What follows belongs to an exercise in optimizing a design on an open flow for small area; a production flow would make more cautious choices. Where RTL was checked, it was by simulation tests only, not by an equivalence proof against the original. Power is estimated from default activity; no workload was simulated.

Design sd_core, start of the top module:
module sd_core (
    input  wire        clk,
    input  wire        rst_n,
    input  wire [4:0]  h_idx,
    input  wire        h_we,
    input  wire        h_re,
    input  wire [31:0] h_wdata,
    output wire [31:0] h_rdata,
    input  wire        scl_i,
    input  wire        sda_i,
    output wire        scl_oe,
    output wire        sda_oe,
    output wire [7:0]  duty_x,
    output wire [7:0]  duty_y,
    output wire [7:0]  duty_z
);
Size: about 100 I/O pins.
clock: 10.0 ns
lec_check: 0
cap_margin: 20
core_margin: 2
core_utilization: 65
cts_buf_list: sky130_fd_sc_hd__clkbuf_8
cts_cluster_diameter: 60
cts_cluster_size: 15
slew_margin: 20
standard.sh (not shown) runs the stock make flow with config.mk's settings and CLKGATE_MAP_FILE= SYNTH_SCRIPT=/design/flow/synth_recipe.tcl, a recipe that flattens the netlist after the stock synthesis.
==> flow/flow/run.sh <==
#!/bin/bash
set -euo pipefail
HERE=$(pwd)
R=$HERE/orfs/results/$FLOW_PLATFORM/sd_core/base
L=$HERE/orfs/logs/$FLOW_PLATFORM/sd_core/base
LIB=$FLOW_HOME/platforms/$FLOW_PLATFORM/lib/sky130_fd_sc_hd__tt_025C_1v80.lib
YOSYS=$(command -v yosys || echo "$FLOW_HOME/../tools/install/yosys/bin/yosys")

export BUFFER_PORTS_ARGS="-buffer_cell sky130_fd_sc_hd__buf_1"
export CTS_ARGS="-sink_clustering_enable -repair_clock_nets -sink_clustering_size 15 -sink_clustering_max_diameter 60 -buf_list sky130_fd_sc_hd__clkbuf_8 -dont_use_dummy_load"

bash standard.sh synth > make_synth.log 2>&1

cp "$R/1_2_yosys.v" std_1_2_yosys.v
DONT_USE=$(grep -o -- "-dont_use [^ ]*" "$L/1_2_yosys.log" | sort -u | tr '\n' ' ')
sed -e "s#@LIB@#$LIB#g" -e "s#@DONT_USE@#$DONT_USE#g" flow/remap.ys > remap.ys
sed -e "s#@LIB@#$LIB#g" flow/equiv.ys > equiv.ys

use_remap=0
if "$YOSYS" -s remap.ys > yosys_remap.log 2>&1 \
   && "$YOSYS" -s equiv.ys > yosys_equiv.log 2>&1; then
    n_std=$(grep -cE "^ *sky130_fd_sc_hd__e?dfxtp_[0-9]+ " std_1_2_yosys.v || true)
    n_new=$(grep -cE "^ *sky130_fd_sc_hd__e?dfxtp_[0-9]+ " remap_1_2_yosys.v || true)
    if [[ "$n_std" == "$n_new" ]] && ! grep -q "assign" remap_1_2_yosys.v; then
        use_remap=1
    fi
fi
echo "use_remap=$use_remap" > remap_status.txt
if [[ $use_remap == 1 ]]; then
    cp remap_1_2_yosys.v "$R/1_2_yosys.v"
    touch "$R/1_2_yosys.v"
fi

bash standard.sh finish > make_finish.log 2>&1
Other scripts of this flow, unchanged in this note and not shown: flow/flow/area.abc, flow/flow/equiv.ys, flow/flow/remap.ys
The starting point completed with no timing, DRC or antenna violations.
Next try:
--- a/flow/flow/run.sh
+++ b/flow/flow/run.sh
@@ -9,3 +9,3 @@
 export BUFFER_PORTS_ARGS="-buffer_cell sky130_fd_sc_hd__buf_1"
-export CTS_ARGS="-sink_clustering_enable -repair_clock_nets -sink_clustering_size 15 -sink_clustering_max_diameter 60 -buf_list sky130_fd_sc_hd__clkbuf_8 -dont_use_dummy_load"
+export CTS_ARGS="-sink_clustering_enable -repair_clock_nets -sink_clustering_size 18 -sink_clustering_max_diameter 50 -buf_list sky130_fd_sc_hd__clkbuf_8 -dont_use_dummy_load"
 
- CORE_UTILIZATION: 65 -> 78
After rerunning: Synthesized cell count does not change; clock-buffer cell count falls by 1; final cell count is lower slightly; power shrinks slightly; core utilization climbs by 14 points; global-route usage came out higher by 7.3 points; routed wire length came out lower slightly; combinational power decreases slightly; critical path depth fell by 2; setup slack gains 150 ps; register-to-register slack is better by 70 ps.
Next try:
--- a/flow/flow/run.sh
+++ b/flow/flow/run.sh
@@ -9,3 +9,3 @@
 export BUFFER_PORTS_ARGS="-buffer_cell sky130_fd_sc_hd__buf_1"
-export CTS_ARGS="-sink_clustering_enable -repair_clock_nets -sink_clustering_size 18 -sink_clustering_max_diameter 50 -buf_list sky130_fd_sc_hd__clkbuf_8 -dont_use_dummy_load"
+export CTS_ARGS="-sink_clustering_enable -repair_clock_nets -sink_clustering_size 15 -sink_clustering_max_diameter 60 -buf_list sky130_fd_sc_hd__clkbuf_8 -dont_use_dummy_load"
 
Result: The changed run finished clean. Design area barely changes. Fmax went up by 1.1%. Die area is unchanged. Total power goes up by 0.30%. Via count stays flat. Wire length climbs by 1.6%. Clock power grows by about 1%. Non-clock buffer count is unchanged.

---

sd_core, a different RTL version from the one above (not shown whole).
Size in the first run: roughly 1100 cells after synthesis, roughly 100 I/O pins.
Settings: LEC_CHECK=0, CAP_MARGIN=20, CORE_MARGIN=2, CORE_UTILIZATION=65, CTS_BUF_LIST=sky130_fd_sc_hd__clkbuf_16, CTS_CLUSTER_DIAMETER=80, CTS_CLUSTER_SIZE=24, SLEW_MARGIN=20; clock period 10.0 ns.
==> flow/flow/run.sh <==
#!/bin/bash
# Standard layout (standard synthesis, ORFS steps) with the port buffers made
# of the smallest buffer cell. Each tool's output is logged by ORFS under
# orfs/logs/; make's own output goes to make_finish.log here.
set -euo pipefail
export BUFFER_PORTS_ARGS="-buffer_cell sky130_fd_sc_hd__buf_1"
bash standard.sh finish > make_finish.log 2>&1
Change:
==> flow/run.sh (new file) <==
#!/bin/bash
# synth_recipe.tcl (not shown) runs the flow's synth.tcl, then flattens the netlist and writes it again
# the make line also repeats each setting of config.mk as NAME=value (left out here)
make -C /OpenROAD-flow-scripts/flow DESIGN_CONFIG=/design/flow/config.mk WORK_HOME=/design/flow/orfs CLKGATE_MAP_FILE= SYNTH_SCRIPT=/design/flow/synth_recipe.tcl finish
CTS_BUF_LIST = sky130_fd_sc_hd__clkbuf_8   (was sky130_fd_sc_hd__clkbuf_16)
CTS_CLUSTER_DIAMETER = 60   (was 80)
CTS_CLUSTER_SIZE = 15   (was 24)
removed: flow/flow/run.sh
removed: flow/standard.sh
What happened: Via count goes up by 0.64%. Clock skew came out lower by 0.0072 ns. Power fell by 1.3%. Clock power goes down by 5.7%. Register-to-register slack gains 0.06 ns. Cell area is higher by 4.9%. Global-route usage decreases by 0.55 points. Sequential power stays flat. Area after synthesis stays the same.
Change:
CTS_BUF_LIST = sky130_fd_sc_hd__clkbuf_16   (was sky130_fd_sc_hd__clkbuf_8)
CTS_CLUSTER_DIAMETER = 80   (was 60)
CTS_CLUSTER_SIZE = 24   (was 15)
Result:
- core utilization came out higher by 0.53 points
- hold slack barely changes
- sequential power barely changes
- routed wire length climbs by 0.31%
No functional check of the RTL was part of any run of this note.

---

Another version of the RTL of sd_core (not shown whole).
Size: ~1100 cells after synthesis.
Design sd_core, start of the top module:
module sd_core (
    input  wire        clk,
    input  wire        rst_n,
    input  wire [4:0]  h_idx,
    input  wire        h_we,
    input  wire        h_re,
    input  wire [31:0] h_wdata,
    output wire [31:0] h_rdata,
    input  wire        scl_i,
    input  wire        sda_i,
    output wire        scl_oe,
    output wire        sda_oe,
    output wire [7:0]  duty_x,
    output wire [7:0]  duty_y,
    output wire [7:0]  duty_z
);
    localparam [3:0] OPC_START  = 4'h1,
                     OPC_STOP   = 4'h2,
                     OPC_RSTART = 4'h3,
                     OPC_WRBYTE = 4'h4,
                     OPC_RDBYTE = 4'h5,
                     OPC_WRREG  = 4'h6,
                     OPC_RDREG  = 4'h7,
                     OPC_BURST  = 4'h8,
                     OPC_INIT   = 4'h9,
                     OPC_SAMPLE = 4'hA,
                     OPC_MAP    = 4'hB,
                     OPC_DCLR   = 4'hC,
                     OPC_RALN   = 4'hD;
    localparam [3:0] Q_IDLE   = 4'd0,
                     Q_START  = 4'd1,
                     Q_WADDR  = 4'd2,
                     Q_WREG   = 4'd3,
                     Q_WDATA  = 4'd4,
                     Q_RSTART = 4'd5,
                     Q_RADDR  = 4'd6,
                     Q_READ   = 4'd7,
                     Q_STOP   = 4'd8,
                     Q_EXEC   = 4'd9;
    reg [3:0]  seq;
    reg [7:0]  c;           
    reg [3:0]  op;          
    reg [6:0]  sa;          
    reg [7:0]  sb;          
    reg [7:0]  sc;          
    reg        icfg;        
    reg [1:0]  bst;
  ...
Settings: LEC_CHECK=0, CAP_MARGIN=5, CORE_MARGIN=2, CORE_UTILIZATION=65, CTS_BUF_LIST=sky130_fd_sc_hd__clkbuf_8, CTS_CLUSTER_DIAMETER=60, CTS_CLUSTER_SIZE=15, SLEW_MARGIN=5; clock period 10.0 ns.
==> flow/flow/run.sh <==
#!/bin/bash
set -euo pipefail
HERE=$(pwd)
R=$HERE/orfs/results/$FLOW_PLATFORM/sd_core/base
L=$HERE/orfs/logs/$FLOW_PLATFORM/sd_core/base
LIB=$FLOW_HOME/platforms/$FLOW_PLATFORM/lib/sky130_fd_sc_hd__tt_025C_1v80.lib
YOSYS=$(command -v yosys || echo "$FLOW_HOME/../tools/install/yosys/bin/yosys")

export BUFFER_PORTS_ARGS="-buffer_cell sky130_fd_sc_hd__buf_1"

bash standard.sh synth > make_synth.log 2>&1

cp "$R/1_2_yosys.v" std_1_2_yosys.v
DONT_USE=$(grep -o -- "-dont_use [^ ]*" "$L/1_2_yosys.log" | sort -u | tr '\n' ' ')
sed -e "s#@LIB@#$LIB#g" -e "s#@DONT_USE@#$DONT_USE#g" flow/remap.ys > remap.ys
sed -e "s#@LIB@#$LIB#g" flow/equiv.ys > equiv.ys

use_remap=0
if "$YOSYS" -s remap.ys > yosys_remap.log 2>&1 \
   && "$YOSYS" -s equiv.ys > yosys_equiv.log 2>&1; then
    n_std=$(grep -cE "^ *sky130_fd_sc_hd__e?dfxtp_[0-9]+ " std_1_2_yosys.v || true)
    n_new=$(grep -cE "^ *sky130_fd_sc_hd__e?dfxtp_[0-9]+ " remap_1_2_yosys.v || true)
    if [[ "$n_std" == "$n_new" ]] && ! grep -q "assign" remap_1_2_yosys.v; then
        use_remap=1
    fi
fi
echo "use_remap=$use_remap" > remap_status.txt
if [[ $use_remap == 1 ]]; then
    cp remap_1_2_yosys.v "$R/1_2_yosys.v"
    touch "$R/1_2_yosys.v"
fi

bash standard.sh finish > make_finish.log 2>&1
==> flow/flow/area.abc <==
strash
dc2
resub -K 8
rewrite
resub -K 8 -N 2
refactor
dc2
&get -n
&dch -f
&nf -R 1000
&put
==> flow/flow/equiv.ys <==
# Prove the re-mapped netlist equivalent to the standard synthesis netlist.
read_liberty -ignore_miss_func @LIB@
read_verilog std_1_2_yosys.v
rename sd_core gold
read_verilog remap_1_2_yosys.v
rename sd_core gate
flatten gold gate
opt_clean
equiv_make gold gate eq
hierarchy -top eq
equiv_simple -seq 3
equiv_induct
equiv_status -assert
==> flow/flow/remap.ys <==
# Re-map the combinational logic of the standard synthesis netlist; registers stay.
read_liberty -ignore_miss_func @LIB@
setattr -mod -set keep_hierarchy 1 sky130_fd_sc_hd__dfxtp_1 sky130_fd_sc_hd__edfxtp_1
read_verilog std_1_2_yosys.v
hierarchy -top sd_core
flatten sd_core
rename -hide sd_core/w:*.*
opt -purge sd_core
abc -liberty @LIB@ @DONT_USE@ -script flow/area.abc sd_core
opt_clean -purge sd_core
setundef -zero sd_core
splitnets sd_core
opt_clean -purge sd_core
hilomap -singleton -hicell sky130_fd_sc_hd__conb_1 HI -locell sky130_fd_sc_hd__conb_1 LO sd_core
insbuf -buf sky130_fd_sc_hd__buf_4 A X sd_core
opt_clean -purge sd_core
select sd_core
write_verilog -noattr -nohex -nodec -selected remap_1_2_yosys.v
The starting point completed without violations.
==> next run, changes <==
Settings changed: CAP_MARGIN 5 to 20, SLEW_MARGIN 5 to 20.
Effect:
- cell area stays flat
- die area is unchanged
- critical path depth is unchanged
- non-clock buffer count goes up by 1
- sequential cell count does not change
- clock-buffer cell count is higher by 1
- clock skew came out lower by 0.018 ns
- sequential share of layout area barely changes
- cell count barely changes
- routed wire length stays flat
- worst setup slack improves by 0.0062 ns
==> next run, changes <==
==> flow/flow/run.sh (replaced) <==
#!/bin/bash
# Standard layout (standard synthesis, ORFS steps) with the port buffers made
# of the smallest buffer cell. Each tool's output is logged by ORFS under
# orfs/logs/; make's own output goes to make_finish.log here.
set -euo pipefail
export BUFFER_PORTS_ARGS="-buffer_cell sky130_fd_sc_hd__buf_1"
bash standard.sh finish > make_finish.log 2>&1
removed: flow/flow/area.abc
removed: flow/flow/equiv.ys
removed: flow/flow/remap.ys
The changed run ran to the end with no violations.
Synthesized area increases by 11%.
Non-clock buffer count is unchanged.
Power increases by 4.1%.
Cell area increases by 8.2%.
Synthesized cell count increases by 12%.
Via count increases by 5.7%.
Core utilization decreases by 1.1 points.
Sequential share of layout area decreases by 3.7 points.
Global-route usage decreases by 1.4 points.

---

Another version of the RTL of sd_core (not shown whole).
For scale: ~1100 cells after synthesis, about 220 flip-flops.
export LEC_CHECK = 0
export CAP_MARGIN = 20
export CORE_MARGIN = 2
export CORE_UTILIZATION = 40
export SLEW_MARGIN = 20
create_clock -name core_clock -period 10.0 [get_ports {clk}]
run.sh (not shown) runs the stock make flow with config.mk's settings and CLKGATE_MAP_FILE= SYNTH_SCRIPT=/design/flow/synth_recipe.tcl, a recipe that flattens the netlist after the stock synthesis.
Stock flow here: none of the scripts above is used.
Change:
- CTS_BUF_LIST: unset -> sky130_fd_sc_hd__clkbuf_2 sky130_fd_sc_hd__clkbuf_4
Result: Clock-buffer cell count goes up by 54. Total power goes down by 2.4%. Flip-flop and latch count stays the same. Global-route usage goes up by 0.43 points. Non-clock buffer count stays the same. Via count goes up by 2.7%.
No functional check of the RTL was part of any run of this note.

---

Another version of the RTL of sd_core (not shown whole).
Size in the first run: roughly 100 I/O pins.
## sd_core
module sd_core (
    input  wire        clk,
    input  wire        rst_n,
    input  wire [4:0]  h_idx,
    input  wire        h_we,
    input  wire        h_re,
    input  wire [31:0] h_wdata,
    output wire [31:0] h_rdata,
    input  wire        scl_i,
    input  wire        sda_i,
    output wire        scl_oe,
    output wire        sda_oe,
    output wire [7:0]  duty_x,
    output wire [7:0]  duty_y,
    output wire [7:0]  duty_z
);
export LEC_CHECK = 0
export CAP_MARGIN = 20
export CORE_MARGIN = 2
export CORE_UTILIZATION = 65
export CTS_BUF_LIST = sky130_fd_sc_hd__clkbuf_8
export CTS_CLUSTER_DIAMETER = 60
export CTS_CLUSTER_SIZE = 15
export SLEW_MARGIN = 20
create_clock -name core_clock -period 10.0 [get_ports {clk}]
standard.sh (not shown) runs the stock make flow with config.mk's settings and CLKGATE_MAP_FILE= SYNTH_SCRIPT=/design/flow/synth_recipe.tcl, a recipe that flattens the netlist after the stock synthesis.
==> flow/flow/run.sh <==
#!/bin/bash
# Standard layout (standard synthesis, ORFS steps) with the port buffers made
# of the smallest buffer cell. Each tool's output is logged by ORFS under
# orfs/logs/; make's own output goes to make_finish.log here.
set -euo pipefail
export BUFFER_PORTS_ARGS="-buffer_cell sky130_fd_sc_hd__buf_1"
bash standard.sh finish > make_finish.log 2>&1
The starting point went through all stages and came out clean.
Change:
==> flow/flow/run.sh (replaced) <==
#!/bin/bash
set -euo pipefail
HERE=$(pwd)
R=$HERE/orfs/results/$FLOW_PLATFORM/sd_core/base
L=$HERE/orfs/logs/$FLOW_PLATFORM/sd_core/base
LIB=$FLOW_HOME/platforms/$FLOW_PLATFORM/lib/sky130_fd_sc_hd__tt_025C_1v80.lib
YOSYS=$(command -v yosys || echo "$FLOW_HOME/../tools/install/yosys/bin/yosys")

export BUFFER_PORTS_ARGS="-buffer_cell sky130_fd_sc_hd__buf_1"

bash standard.sh synth > make_synth.log 2>&1

cp "$R/1_2_yosys.v" std_1_2_yosys.v
DONT_USE=$(grep -o -- "-dont_use [^ ]*" "$L/1_2_yosys.log" | sort -u | tr '\n' ' ')
sed -e "s#@LIB@#$LIB#g" -e "s#@DONT_USE@#$DONT_USE#g" flow/remap.ys > remap.ys
sed -e "s#@LIB@#$LIB#g" flow/equiv.ys > equiv.ys

use_remap=0
if "$YOSYS" -s remap.ys > yosys_remap.log 2>&1 \
   && "$YOSYS" -s equiv.ys > yosys_equiv.log 2>&1; then
    n_std=$(grep -cE "^ *sky130_fd_sc_hd__e?dfxtp_[0-9]+ " std_1_2_yosys.v || true)
    n_new=$(grep -cE "^ *sky130_fd_sc_hd__e?dfxtp_[0-9]+ " remap_1_2_yosys.v || true)
    if [[ "$n_std" == "$n_new" ]] && ! grep -q "assign" remap_1_2_yosys.v; then
        use_remap=1
    fi
fi
echo "use_remap=$use_remap" > remap_status.txt
if [[ $use_remap == 1 ]]; then
    cp remap_1_2_yosys.v "$R/1_2_yosys.v"
    touch "$R/1_2_yosys.v"
fi

bash standard.sh finish > make_finish.log 2>&1
==> flow/flow/area.abc (new file) <==
strash
dc2
resub -K 8
rewrite
resub -K 8 -N 2
refactor
dc2
&get -n
&dch -f
&nf -R 1000
&put
==> flow/flow/equiv.ys (new file) <==
# Prove the re-mapped netlist equivalent to the standard synthesis netlist.
read_liberty -ignore_miss_func @LIB@
read_verilog std_1_2_yosys.v
rename sd_core gold
read_verilog remap_1_2_yosys.v
rename sd_core gate
flatten gold gate
opt_clean
equiv_make gold gate eq
hierarchy -top eq
equiv_simple -seq 3
equiv_induct
equiv_status -assert
==> flow/flow/remap.ys (new file) <==
# Re-map the combinational logic of the standard synthesis netlist; registers stay.
read_liberty -ignore_miss_func @LIB@
setattr -mod -set keep_hierarchy 1 sky130_fd_sc_hd__dfxtp_1 sky130_fd_sc_hd__edfxtp_1
read_verilog std_1_2_yosys.v
hierarchy -top sd_core
flatten sd_core
rename -hide sd_core/w:*.*
opt -purge sd_core
abc -liberty @LIB@ @DONT_USE@ -script flow/area.abc sd_core
opt_clean -purge sd_core
setundef -zero sd_core
splitnets sd_core
opt_clean -purge sd_core
hilomap -singleton -hicell sky130_fd_sc_hd__conb_1 HI -locell sky130_fd_sc_hd__conb_1 LO sd_core
insbuf -buf sky130_fd_sc_hd__buf_4 A X sd_core
opt_clean -purge sd_core
select sd_core
write_verilog -noattr -nohex -nodec -selected remap_1_2_yosys.v
Final area goes down by 7.6%.
Routed wire length goes down by 3.7%.
Register-to-register slack is worse by 780 ps.
Count of clock-buffer cells in the layout stays the same.
Total power goes down by 4.1%.
Via count goes down by 4.5%.
Function was not checked in any run of this note: the RTL went through the layout flow alone.

==> what the ideal ports hide <==
The flow's constraints put no driver on any port. The routed layouts listed below were extracted and timed again, unchanged, in two steps.
Step 1, drivers: a clkbuf_16 drives clk and a buf_2 each remaining input, both assumed.
Step 2 also shifts input and output timing later by t, the mid clock arrival at the registers, as if the neighbouring blocks saw the same clock.
Slacks: ideal / step 1 / step 2; pairs: ideal / step 1.
| run | t (ns) | setup WS [ns] | worst slew at a driven data input, ns |
|---|---|---|---|
| the first run of note 1 | 0.540 | 5.484 / 5.504 / 4.963 | 0.03 |
| the second run of note 1 | 0.542 | 5.629 / 5.629 / 5.203 | 0.04 |
| the third run of note 1 | 0.544 | 5.678 / 5.694 / 5.150 | 0.04 |
| the first run of note 2 | 0.527 | 5.185 / 5.202 / 4.675 | 0.03 |
| the second run of note 2 | 0.575 | 4.905 / 4.931 / 4.356 | 0.04 |
| the third run of note 2 | 0.528 | 4.897 / 4.923 / 4.395 | 0.04 |
| the first run of note 3 | 0.548 | 5.291 / 5.311 / 4.762 | 0.04 |
| the second run of note 3 | 0.561 | 5.297 / 5.315 / 4.754 | 0.04 |
| the third run of note 3 | 0.574 | 5.364 / 5.372 / 4.799 | 0.03 |
| the first run of note 4 | 0.568 | 5.478 / 5.494 / 4.927 | 0.05 |
| the second run of note 4 | 0.748 | 5.667 / 5.621 / 5.018 | 0.05 |
| the first run of note 5 | 0.575 | 5.483 / 5.492 / 4.917 | 0.04 |
| the second run of note 5 | 0.578 | 5.663 / 5.666 / 5.088 | 0.04 |
After both steps every run listed still meets setup and hold. The setup slack of the second run of note 4, which loses most, moves by -0.046 ns with the drivers and by -0.649 ns with both steps.
